Background: an optimization exercise with open tools, aiming at small area, a short achievable clock period and few clock cycles per item. Do not read the settings as production practice. Only simulation tests tie the RTL to the original design; equivalence was not proved. Power is estimated from default activity; no workload was simulated.

### design/flow/config.mk
export PLATFORM = sky130hd
export DESIGN_NAME = ymodem_rx_unit
export DESIGN_NICKNAME = ymodem_rx_unit
export VERILOG_FILES = /design/flow/design.v
export SDC_FILE = /design/flow/constraint.sdc
export NUM_CORES = 4
export LEC_CHECK = 0
export CAP_MARGIN = 20
export CORE_MARGIN = 2
export CORE_UTILIZATION = 40
export SLEW_MARGIN = 20
### design/flow/run.sh
#!/bin/bash
# synth_recipe.tcl (not shown) runs the flow's synth.tcl, then flattens the netlist and writes it again
# the make line also repeats each setting of config.mk as NAME=value (left out here)
make -C /OpenROAD-flow-scripts/flow DESIGN_CONFIG=/design/flow/config.mk WORK_HOME=/design/flow/orfs CLKGATE_MAP_FILE= SYNTH_SCRIPT=/design/flow/synth_recipe.tcl finish
### design/flow/design.v
module ymodem_rx_unit (
    input  wire        clk,
    input  wire        rst,           
    input  wire        cmd_valid,
    output wire        cmd_ready,
    input  wire [15:0] cmd,
    output reg         res_valid,
    output reg  [1:0]  res_st,        
    output reg  [31:0] res_val,
    output reg  [1:0]  res_tx_n,      
    output reg  [7:0]  res_tx0,
    output reg  [7:0]  res_tx1,
    output reg  [1:0]  res_ev_n,      
    output reg  [2:0]  res_ev0,
    output reg  [2:0]  res_ev1,
    output reg  [3:0]  res_ev_code,   
    output reg         res_pay        
);
    localparam [3:0] RETRY_LIMIT     = 4'd5;
    localparam       NULL_HEADER_ACK = 1'b0;
    localparam [7:0] OP_NOP        = 8'h00;
    localparam [7:0] OP_RESET      = 8'h01;
    localparam [7:0] OP_GET_FAULT  = 8'h02;
    localparam [7:0] OP_CRC_INIT   = 8'h10;
    localparam [7:0] OP_CRC_BYTE   = 8'h11;
    localparam [7:0] OP_CRC_READ   = 8'h12;
    localparam [7:0] OP_RX_START   = 8'h30;
    localparam [7:0] OP_RX_BYTE    = 8'h31;
    localparam [7:0] OP_RX_TIMEOUT = 8'h32;
    localparam [7:0] OP_RX_ABORT   = 8'h33;
    localparam [7:0] OP_RX_STATUS  = 8'h34;
    localparam [1:0] ST_OK           = 2'd0;
    localparam [1:0] ST_NOT_CONSUMED = 2'd1;
    localparam [1:0] ST_FAULTED      = 2'd2;
    localparam [7:0] FAULT_ILLEGAL_OP = 8'd1;
    localparam [3:0] PH_IDLE   = 4'd0;
    localparam [3:0] PH_LEAD   = 4'd1;
    localparam [3:0] PH_SEQ    = 4'd2;
    localparam [3:0] PH_CMP    = 4'd3;
    localparam [3:0] PH_DATA   = 4'd4;
    localparam [3:0] PH_CRCH   = 4'd5;
    localparam [3:0] PH_CRCL   = 4'd6;
    localparam [3:0] PH_PURGE  = 4'd7;
    localparam [3:0] PH_DONE   = 4'd8;
    localparam [3:0] PH_FAILED = 4'd9;
    localparam [3:0] ERR_NONE        = 4'd0;
    localparam [3:0] ERR_COMPLEMENT  = 4'd1;
    localparam [3:0] ERR_SEQUENCE    = 4'd2;
    localparam [3:0] ERR_CHECKSUM    = 4'd3;
    localparam [3:0] ERR_TIMEOUT     = 4'd4;
    localparam [3:0] ERR_DESYNC      = 4'd5;
    localparam [3:0] ERR_RETRY_LIMIT = 4'd6;
    localparam [3:0] ERR_CANCELLED   = 4'd7;
    localparam [3:0] ERR_ABORTED     = 4'd8;
    localparam [2:0] EV_RX_HEADER      = 3'd1;
    localparam [2:0] EV_RX_NULL_HEADER = 3'd2;
    localparam [2:0] EV_RX_DATA        = 3'd3;
    localparam [2:0] EV_RX_DONE        = 3'd4;
    localparam [2:0] EV_RX_FAILED      = 3'd5;
    localparam [7:0] SOH = 8'h01;
    localparam [7:0] STX = 8'h02;
    localparam [7:0] EOT = 8'h04;
    localparam [7:0] ACK = 8'h06;
    localparam [7:0] NAK = 8'h15;
    localparam [7:0] CAN = 8'h18;
    localparam [7:0] CH_C = 8'h43;
    function [15:0] crc_step;
        input [15:0] c;
        input [7:0]  d;
        integer i;
        begin
            crc_step = c ^ {d, 8'h00};
            for (i = 0; i < 8; i = i + 1)
                crc_step = crc_step[15] ? ((crc_step << 1) ^ 16'h1021) : (crc_step << 1);
        end
    endfunction
    reg [7:0]  fault;
    reg [15:0] crc_acc;
    reg [3:0]  rx_phase;
    reg [7:0]  rx_exp;
    reg        rx_hdr;
    reg        rx_big;
    reg [7:0]  rx_seqb;
    reg [7:0]  rx_cmpb;
    reg [10:0] rx_cnt;
    reg [15:0] rx_crc;
    reg [7:0]  rx_crch;
    reg [1:0]  rx_eotc;
    reg [1:0]  rx_canc;
    reg [3:0]  rx_retry;
    reg [3:0]  rx_err;
    reg        rx_nz;        
    reg [7:0]  n_fault;
    reg [15:0] n_crc_acc;
    reg [3:0]  n_rx_phase;
    reg [7:0]  n_rx_exp;
    reg        n_rx_hdr;
    reg        n_rx_big;
    reg [7:0]  n_rx_seqb;
    reg [7:0]  n_rx_cmpb;
    reg [10:0] n_rx_cnt;
    reg [15:0] n_rx_crc;
    reg [7:0]  n_rx_crch;
    reg [1:0]  n_rx_eotc;
    reg [1:0]  n_rx_canc;
    reg [3:0]  n_rx_retry;
    reg [3:0]  n_rx_err;
    reg        n_rx_nz;
    reg [1:0]  r_st;
    reg [31:0] r_val;
    reg [1:0]  r_tx_n;
    reg [7:0]  r_tx0;
    reg [7:0]  r_tx1;
    reg [1:0]  r_ev_n;
    reg [2:0]  r_ev0;
    reg [2:0]  r_ev1;
    reg [3:0]  r_ev_code;
    reg        r_pay;
    wire [7:0] op  = cmd[15:8];
    wire [7:0] imm = cmd[7:0];
    wire [10:0] rx_size  = rx_big ? 11'd1024 : 11'd128;
    wire [8:0]  seq_sum  = {1'b0, rx_seqb} + {1'b0, rx_cmpb};
    wire [15:0] crc_recv = {rx_crch, imm};
    assign cmd_ready = 1'b1;
    task nak_path;
        input [3:0] reason;
        begin
            n_rx_cnt   = 11'd0;
            n_rx_retry = rx_retry + 4'd1;
            if (rx_retry + 4'd1 == RETRY_LIMIT) begin
                n_rx_phase = PH_FAILED;
                n_rx_err   = ERR_RETRY_LIMIT;
                r_ev_n     = 2'd1;
                r_ev0      = EV_RX_FAILED;
                r_ev_code  = ERR_RETRY_LIMIT;
            end else begin
                n_rx_err   = reason;
                n_rx_phase = PH_PURGE;
            end
        end
    endtask
    always @* begin
        n_fault    = fault;
        n_crc_acc  = crc_acc;
        n_rx_phase = rx_phase;
        n_rx_exp   = rx_exp;
        n_rx_hdr   = rx_hdr;
        n_rx_big   = rx_big;
        n_rx_seqb  = rx_seqb;
        n_rx_cmpb  = rx_cmpb;
        n_rx_cnt   = rx_cnt;
        n_rx_crc   = rx_crc;
        n_rx_crch  = rx_crch;
        n_rx_eotc  = rx_eotc;
        n_rx_canc  = rx_canc;
        n_rx_retry = rx_retry;
        n_rx_err   = rx_err;
        n_rx_nz    = rx_nz;
        r_st      = ST_OK;
        r_val     = 32'd0;
        r_tx_n    = 2'd0;
        r_tx0     = 8'd0;
        r_tx1     = 8'd0;
        r_ev_n    = 2'd0;
        r_ev0     = 3'd0;
        r_ev1     = 3'd0;
        r_ev_code = 4'd0;
        r_pay     = 1'b0;
        if (op == OP_RESET && imm == 8'd0) begin
            n_fault    = 8'd0;
            n_crc_acc  = 16'd0;
            n_rx_phase = PH_IDLE;
            n_rx_exp   = 8'd0;
            n_rx_hdr   = 1'b0;
            n_rx_big   = 1'b0;
            n_rx_seqb  = 8'd0;
            n_rx_cmpb  = 8'd0;
            n_rx_cnt   = 11'd0;
            n_rx_crc   = 16'd0;
            n_rx_crch  = 8'd0;
            n_rx_eotc  = 2'd0;
            n_rx_canc  = 2'd0;
            n_rx_retry = 4'd0;
            n_rx_err   = 4'd0;
            n_rx_nz    = 1'b0;
        end else if (op == OP_GET_FAULT && imm == 8'd0) begin
            r_val = {24'd0, fault};
        end else if (fault != 8'd0) begin
            r_st = ST_FAULTED;
        end else begin
            case (op)
                OP_NOP: begin
                    if (imm != 8'd0) begin
                        n_fault = FAULT_ILLEGAL_OP;
                        r_st    = ST_FAULTED;
                    end
                end
                OP_CRC_INIT: begin
                    if (imm != 8'd0) begin
                        n_fault = FAULT_ILLEGAL_OP;
                        r_st    = ST_FAULTED;
                    end else begin
                        n_crc_acc = 16'd0;
                    end
                end
                OP_CRC_BYTE: begin
                    n_crc_acc = crc_step(crc_acc, imm);
                end
                OP_CRC_READ: begin
                    if (imm != 8'd0) begin
                        n_fault = FAULT_ILLEGAL_OP;
                        r_st    = ST_FAULTED;
                    end else begin
                        r_val = {16'd0, crc_acc};
                    end
                end
                OP_RX_START: begin
                    if (imm != 8'd0) begin
                        n_fault = FAULT_ILLEGAL_OP;
                        r_st    = ST_FAULTED;
                    end else begin
                        n_rx_phase = PH_LEAD;
                        n_rx_exp   = 8'd0;
                        n_rx_hdr   = 1'b0;
                        n_rx_big   = 1'b0;
                        n_rx_seqb  = 8'd0;
                        n_rx_cmpb  = 8'd0;
                        n_rx_cnt   = 11'd0;
                        n_rx_crc   = 16'd0;
                        n_rx_crch  = 8'd0;
                        n_rx_eotc  = 2'd0;
                        n_rx_canc  = 2'd0;
                        n_rx_retry = 4'd0;
                        n_rx_err   = 4'd0;
                        n_rx_nz    = 1'b0;
                        r_tx_n     = 2'd1;
                        r_tx0      = CH_C;
                    end
                end
                OP_RX_BYTE: begin
                    case (rx_phase)
                        PH_LEAD: begin
                            if (imm != EOT) n_rx_eotc = 2'd0;
                            if (imm != CAN) n_rx_canc = 2'd0;
                            if (imm == SOH || imm == STX) begin
                                n_rx_big   = (imm == STX);
                                n_rx_phase = PH_SEQ;
                            end else if (imm == EOT) begin
                                n_rx_eotc = rx_eotc + 2'd1;
                                r_tx_n    = 2'd1;
                                if (rx_eotc + 2'd1 == 2'd2) begin
                                    r_tx0      = ACK;
                                    n_rx_phase = PH_DONE;
                                    r_ev_n     = 2'd1;
                                    r_ev0      = EV_RX_DONE;
                                end else begin
                                    r_tx0 = NAK;
                                end
                            end else if (imm == CAN) begin
                                r_tx_n    = 2'd1;
                                r_tx0     = ACK;
                                n_rx_canc = rx_canc + 2'd1;
                                if (rx_canc + 2'd1 == 2'd2) begin
                                    n_rx_phase = PH_FAILED;
                                    n_rx_err   = ERR_CANCELLED;
                                    r_ev_n     = 2'd1;
                                    r_ev0      = EV_RX_FAILED;
                                    r_ev_code  = ERR_CANCELLED;
                                end
                            end else begin
                                nak_path(ERR_DESYNC);
                            end
                        end
                        PH_SEQ: begin
                            n_rx_seqb  = imm;
                            n_rx_phase = PH_CMP;
                        end
                        PH_CMP: begin
                            n_rx_cmpb  = imm;
                            n_rx_cnt   = 11'd0;
                            n_rx_crc   = 16'd0;
                            n_rx_nz    = 1'b0;
                            n_rx_phase = PH_DATA;
                        end
                        PH_DATA: begin
                            r_pay    = 1'b1;
                            n_rx_crc = crc_step(rx_crc, imm);
                            n_rx_cnt = rx_cnt + 11'd1;
                            n_rx_nz  = rx_nz | (imm != 8'd0);
                            if (rx_cnt + 11'd1 == rx_size)
                                n_rx_phase = PH_CRCH;
                        end
                        PH_CRCH: begin
                            n_rx_crch  = imm;
                            n_rx_phase = PH_CRCL;
                        end
                        PH_CRCL: begin
                            if (seq_sum != 9'd255) begin
                                nak_path(ERR_COMPLEMENT);
                            end else if (rx_seqb != rx_exp) begin
                                nak_path(ERR_SEQUENCE);
                            end else if (rx_crc != crc_recv) begin
                                nak_path(ERR_CHECKSUM);
                            end else begin
                                n_rx_cnt   = 11'd0;
                                n_rx_retry = 4'd0;
                                n_rx_err   = ERR_NONE;
                                if (!rx_hdr) begin
                                    if (!rx_nz) begin
                                        r_ev_n     = 2'd2;
                                        r_ev0      = EV_RX_NULL_HEADER;
                                        r_ev1      = EV_RX_DONE;
                                        if (NULL_HEADER_ACK) begin
                                            r_tx_n = 2'd1;
                                            r_tx0  = ACK;
                                        end
                                        n_rx_phase = PH_DONE;
                                    end else begin
                                        r_ev_n     = 2'd1;
                                        r_ev0      = EV_RX_HEADER;
                                        r_tx_n     = 2'd2;
                                        r_tx0      = ACK;
                                        r_tx1      = CH_C;
                                        n_rx_hdr   = 1'b1;
                                        n_rx_exp   = rx_exp + 8'd1;
                                        n_rx_phase = PH_LEAD;
                                    end
                                end else begin
                                    r_ev_n     = 2'd1;
                                    r_ev0      = EV_RX_DATA;
                                    r_tx_n     = 2'd1;
                                    r_tx0      = ACK;
                                    n_rx_exp   = rx_exp + 8'd1;
                                    n_rx_phase = PH_LEAD;
                                end
                            end
                        end
                        PH_PURGE: begin
                        end
                        default: begin
                            r_st = ST_NOT_CONSUMED;
                        end
                    endcase
                end
                OP_RX_TIMEOUT: begin
                    if (imm != 8'd0) begin
                        n_fault = FAULT_ILLEGAL_OP;
                        r_st    = ST_FAULTED;
                    end else begin
                        case (rx_phase)
                            PH_PURGE: begin
                                r_tx_n     = 2'd1;
                                r_tx0      = NAK;
                                n_rx_phase = PH_LEAD;
                            end
                            PH_LEAD, PH_SEQ, PH_CMP, PH_DATA, PH_CRCH, PH_CRCL: begin
                                n_rx_eotc = 2'd0;
                                n_rx_canc = 2'd0;
                                nak_path(ERR_TIMEOUT);
                            end
                            default: begin
                            end
                        endcase
                    end
                end
                OP_RX_ABORT: begin
                    if (imm != 8'd0) begin
                        n_fault = FAULT_ILLEGAL_OP;
                        r_st    = ST_FAULTED;
                    end else if (rx_phase >= PH_LEAD && rx_phase <= PH_PURGE) begin
                        n_rx_cnt   = 11'd0;
                        n_rx_phase = PH_FAILED;
                        n_rx_err   = ERR_ABORTED;
                        r_ev_n     = 2'd1;
                        r_ev0      = EV_RX_FAILED;
                        r_ev_code  = ERR_ABORTED;
                    end
                end
                OP_RX_STATUS: begin
                    if (imm != 8'd0) begin
                        n_fault = FAULT_ILLEGAL_OP;
                        r_st    = ST_FAULTED;
                    end else begin
                        r_val = {6'd0, rx_big, rx_hdr, rx_exp, rx_canc, rx_eotc,
                                 rx_retry, rx_err, rx_phase};
                    end
                end
                default: begin
                    n_fault = FAULT_ILLEGAL_OP;
                    r_st    = ST_FAULTED;
                end
            endcase
        end
    end
    always @(posedge clk) begin
        if (rst) begin
            fault     <= 8'd0;
            crc_acc   <= 16'd0;
            rx_phase  <= PH_IDLE;
            rx_exp    <= 8'd0;
            rx_hdr    <= 1'b0;
            rx_big    <= 1'b0;
            rx_seqb   <= 8'd0;
            rx_cmpb   <= 8'd0;
            rx_cnt    <= 11'd0;
            rx_crc    <= 16'd0;
            rx_crch   <= 8'd0;
            rx_eotc   <= 2'd0;
            rx_canc   <= 2'd0;
            rx_retry  <= 4'd0;
            rx_err    <= 4'd0;
            rx_nz     <= 1'b0;
            res_valid <= 1'b0;
        end else begin
            res_valid <= cmd_valid;
            if (cmd_valid) begin
                fault       <= n_fault;
                crc_acc     <= n_crc_acc;
                rx_phase    <= n_rx_phase;
                rx_exp      <= n_rx_exp;
                rx_hdr      <= n_rx_hdr;
                rx_big      <= n_rx_big;
                rx_seqb     <= n_rx_seqb;
                rx_cmpb     <= n_rx_cmpb;
                rx_cnt      <= n_rx_cnt;
                rx_crc      <= n_rx_crc;
                rx_crch     <= n_rx_crch;
                rx_eotc     <= n_rx_eotc;
                rx_canc     <= n_rx_canc;
                rx_retry    <= n_rx_retry;
                rx_err      <= n_rx_err;
                rx_nz       <= n_rx_nz;
                res_st      <= r_st;
                res_val     <= r_val;
                res_tx_n    <= r_tx_n;
                res_tx0     <= r_tx0;
                res_tx1     <= r_tx1;
                res_ev_n    <= r_ev_n;
                res_ev0     <= r_ev0;
                res_ev1     <= r_ev1;
                res_ev_code <= r_ev_code;
                res_pay     <= r_pay;
            end
        end
    end
endmodule
### design/flow/constraint.sdc
create_clock -name core_clock -period 4.0 [get_ports {clk}]
set_input_delay 0.8000 -clock core_clock [delete_from_list [all_inputs] [get_ports {clk}]]
set_output_delay 0.8000 -clock core_clock [all_outputs]
set_load 0.01 [all_outputs]
==> impl_metrics.toml <==
[die]
num_io_pins = 86
core.rowCount = 53
die_area_um2 = 22200
die_y_um = 149
die_w_um = 149
core_um2 = 20800
initial_utilization = 0.404

[placed_design]
place_hpwl_mm = 16.8
dp_cells = 1287
i_o_buffers = 68
globalplace.congestion = 0.945

[timing]
report.final.slew_viol_count = 0
max_slew.worst_pin.slew_ns = 0.818
timing.fmax_mhz = 293
post_route_skew_ns = 0.00837
minimum_period_implied_by_the_final_worst_setup_slack_ns = 3.41
setup_repair_after_global_routing_missed_its_margin = "false"
setup_tns_ns = 0
setup_viol = 0
max_slew_margin = 0.455
timing.final.hold_violations = 0
post-route-period-util = 0.852

[synth]
area_fraction_of_the_dominant_cell_type_after_synthesis = 0.229
postSynthCellCount = 964
yosys.cell_types.count = 80
synth_area_um2 = 8400
yosys.area.top_type = "sky130_fd_sc_hd__dfxtp_1"
synthesis.yosys.warnings = 1
flop_and_latch_count_out_of_synthesis = 142
synth_top_flop_cell = "sky130_fd_sc_hd__dfxtp_1"
post_synth.cell_area_avg_um2 = 8.72
synth_edf_count = 46
ys_top_cells_by_area = "sky130_fd_sc_hd__dfxtp_1 (23%), sky130_fd_sc_hd__edfxtp_1 (16%), sky130_fd_sc_hd__xor2_1 (4.7%)"
synth_seq_area_share = 0.393
async_flop_share = 0

[clock_network]
cts_root_buffer = "sky130_fd_sc_hd__clkbuf_16"
htreeDepth = 4
tritoncts = "built"
cts.repair.resized = 0
cts_hold_buffers = 0
cts_num_sinks = 142
worst_setup_hold_path_clk_slew_ns = 0.06
cts_buffer_depth = 2
cts_buffer_count = 17
number_of_buffers_inserted_to_repair_setup_after_cts = 0
clock_insertion_delay_worst_skew_ns = 0.43

[worst_setup_path]
critPathMaxStageDelay_ns = 0.69
cp_common_cell = "sky130_fd_sc_hd__or4_1"
setup.worst_path.end_class = "flop"
worstPathArrival_ns = 3.79
timing.critical_path.cells = "clkdlybuf4s50_1 > or4_1 > nor4_4 > buf_4 > o2111a_1 > and4bb_1 > a41oi_2 > or4_1 > nand2_1"
cpMaxStageDelayCell = "sky130_fd_sc_hd__or4_1"
worstSetupPathType = "in -> reg"
critical_path_rt_ns = 4.38
critical_path_peak_fanout = 10
worstSetupStartpointType = "input port"

[route]
ant_nets = 0
detail_route.vias_per_cell = 5.60
via_count = 7380
detailedRoute.firstPassIterationCount = 5
finalWirelength_mm = 23.2
routed_wire_length_per_instance_um = 17.6
drt_first_iter_violations = 626
detailed_route_drc_error_count = 0

[power]
power.sequential.fraction = 0.459
total_power_w = 0.00329
power.net_switching_w = 0.000814
power.leakage_nw = 3.47
switching_share = 0.247
p_int_w = 0.00248
power.density_nw_per_um2 = 329
pwr-share-comb = 0.070
power.ir.vdd_worst_mv = 0.271
clkPwrFrac = 0.471

[finish]
area.growth.synth_to_final_pct = 19.2
diodes = 0
finalNonFillerCells = 1319
drive_above_1_share = 0.103
layout.core_utilization = 0.481
nNetsFinal = 1065

[global_route]
initial_antenna_violation_count = 0
global_route.overflow_total = 0
grt_pass1_vias = 6927
grt_pass1_wl_mm = 36.7
grt_usage = 0.211
grt_max_degree = 47

[outcome]
result_of_the_run = "no timing/DRC/antenna violations"

[worst_hold_path]
worstHoldPathType = "reg -> reg"

[run]
cap_viol_max_count = 0
==> Yosys cell counts, types with 6 or more instances <==
library cell and number:
sky130_fd_sc_hd__xnor2_1 41, sky130_fd_sc_hd__nor4_1 20, sky130_fd_sc_hd__mux2i_1 14, sky130_fd_sc_hd__nand2_1 74, sky130_fd_sc_hd__dfxtp_1 96, sky130_fd_sc_hd__buf_4 21
sky130_fd_sc_hd__a31oi_1 8, sky130_fd_sc_hd__nand2b_1 19, sky130_fd_sc_hd__o21a_1 7, sky130_fd_sc_hd__a22oi_1 30, sky130_fd_sc_hd__nor2b_1 14, sky130_fd_sc_hd__nand3b_1 6
sky130_fd_sc_hd__clkbuf_1 47, sky130_fd_sc_hd__edfxtp_1 46, sky130_fd_sc_hd__buf_1 6, sky130_fd_sc_hd__ha_1 14, sky130_fd_sc_hd__o21ai_0 29, sky130_fd_sc_hd__or3_1 25
sky130_fd_sc_hd__nor3_1 25, sky130_fd_sc_hd__buf_6 6, sky130_fd_sc_hd__nand3_1 36, sky130_fd_sc_hd__and3_1 13, sky130_fd_sc_hd__xor2_1 45, sky130_fd_sc_hd__or4_1 7
sky130_fd_sc_hd__inv_1 15, sky130_fd_sc_hd__nor3b_1 8, sky130_fd_sc_hd__a21oi_1 78, sky130_fd_sc_hd__nand4_1 13, sky130_fd_sc_hd__nor2_1 88, sky130_fd_sc_hd__and2_1 16
==> logic make-up after synthesis <==
logic type      count (synthesis)  synth area share
simple gates                  392             0.248
compound gates                213             0.168
flops                         142             0.393
buf+inv                       100            0.0601
xor+xnor                       86            0.0896
fa+ha+maj                      15            0.0232
mux                            14            0.0167
other cells                     2          0.000894
==> sequential cells by signal (all words and copies together), names as in the netlist, 5 cells and up <==
register	cells
crc_acc	16
rx_seqb	8
rx_cnt	11
rx_crc	16
rx_crch	8
res_val	26
rx_cmpb	8
rx_exp	8
res_tx0	5
==> critical path: cells and delay by family <==
kind	cells	cell delay, ns
AO/OA/AOI/OAI	2	0.43
buffers and inverters	2	0.72
AND/OR/NAND/NOR	5	1.82
==> power by group through the flow <==
stage               Clock (W)  Sequential (W)  Combinational [W]
floorplan                   0         0.00155           0.000134
global placement            0         0.00154           0.000231
detailed placement          0         0.00154           0.000229
CTS                   0.00158         0.00151           0.000230
global route          0.00163         0.00151           0.000250
finish                0.00155         0.00151           0.000232
==> through the flow <==
stage | setup WS, ns | hold slack (ns) | cell area, um^2
3_5_place_dp | 0.160 | 0.452 | 9450
5_1_grt | 0.437 | 0.491 | 10000
4_1_cts | 0.613 | 0.459 | 10000
6_report | 0.590 | 0.457 | 10000
3_3_place_gp | 0.218 | 0.444 | 9450
2_1_floorplan | 0.500 | 0.436 | 8460
==> metal layers <==
layer,global-route usage,vias to the layer above,part of all wire
li1,-,3587,-
met1,0.288,3495,0.47
met2,0.323,252,0.45
met3,0.0440,46,0.057
met4,0.0895,0,0.027
met5,0,-,0
==> placed cells by master (no fill, tap or decap), types with 36 or more instances in the layout <==
cell	instances
sky130_fd_sc_hd__nor2_1	88
sky130_fd_sc_hd__a21oi_1	78
sky130_fd_sc_hd__clkdlybuf4s50_1	67
sky130_fd_sc_hd__nand2_1	74
sky130_fd_sc_hd__nand3_1	36
sky130_fd_sc_hd__dfxtp_1	96
sky130_fd_sc_hd__xor2_1	45
sky130_fd_sc_hd__xnor2_1	41
sky130_fd_sc_hd__buf_4	48
sky130_fd_sc_hd__edfxtp_1	46
==> worst paths after layout <==
kind,startpoint,endpoint,slack (ns),cells after the start
hold / removal,rx_cmpb[2],rx_cmpb[2],0.46,2
hold reg to reg,rx_cmpb[2],rx_cmpb[2],0.46,2
setup / recovery,cmd[12],rx_exp[5],0.59,9
setup reg to reg,rx_seqb[0],res_ev0[0],0.73,12
==> cell type report <==
class                   count  area (um^2)
clock inverters            14          133
multi-input cells         737         4670
repair buffers            118         1080
flip-flops and latches    142         3300
well taps                 275          344
clock buffers              18          439
inverters                  15         56.3
fillers                  2025        10800
Testbench counts, summed over its fixed seeds: cycles 41,581, commands 41,581.

[what the ideal ports hide]
In the flow no input, the clock included, has a driving cell. The finished layout below was timed again as built, in two steps. Step 1 assumes that a clkbuf_16 drives the clock port and a buf_2 every other input. Step 2, shift: input delay + t, output delay - t, t = (earliest + latest rising clock arrival at the registers) / 2. This alone moves slack from input paths to output paths. Slacks: ideal / step 1 / step 2; pairs: ideal / step 1.
shift t [ns]: 0.472
setup slack, ns: 0.590 / 0.612 / 0.140
hold WS [ns]: 0.457 / 0.457 / 0.457
clock arrival spread, ns: 0.009 / 0.008
worst register clock-pin slew, ns: 0.07 / 0.07
After both steps setup and hold are still met in this run. The setup slack of this run moves by +0.022 ns with the drivers and by -0.450 ns with both steps.
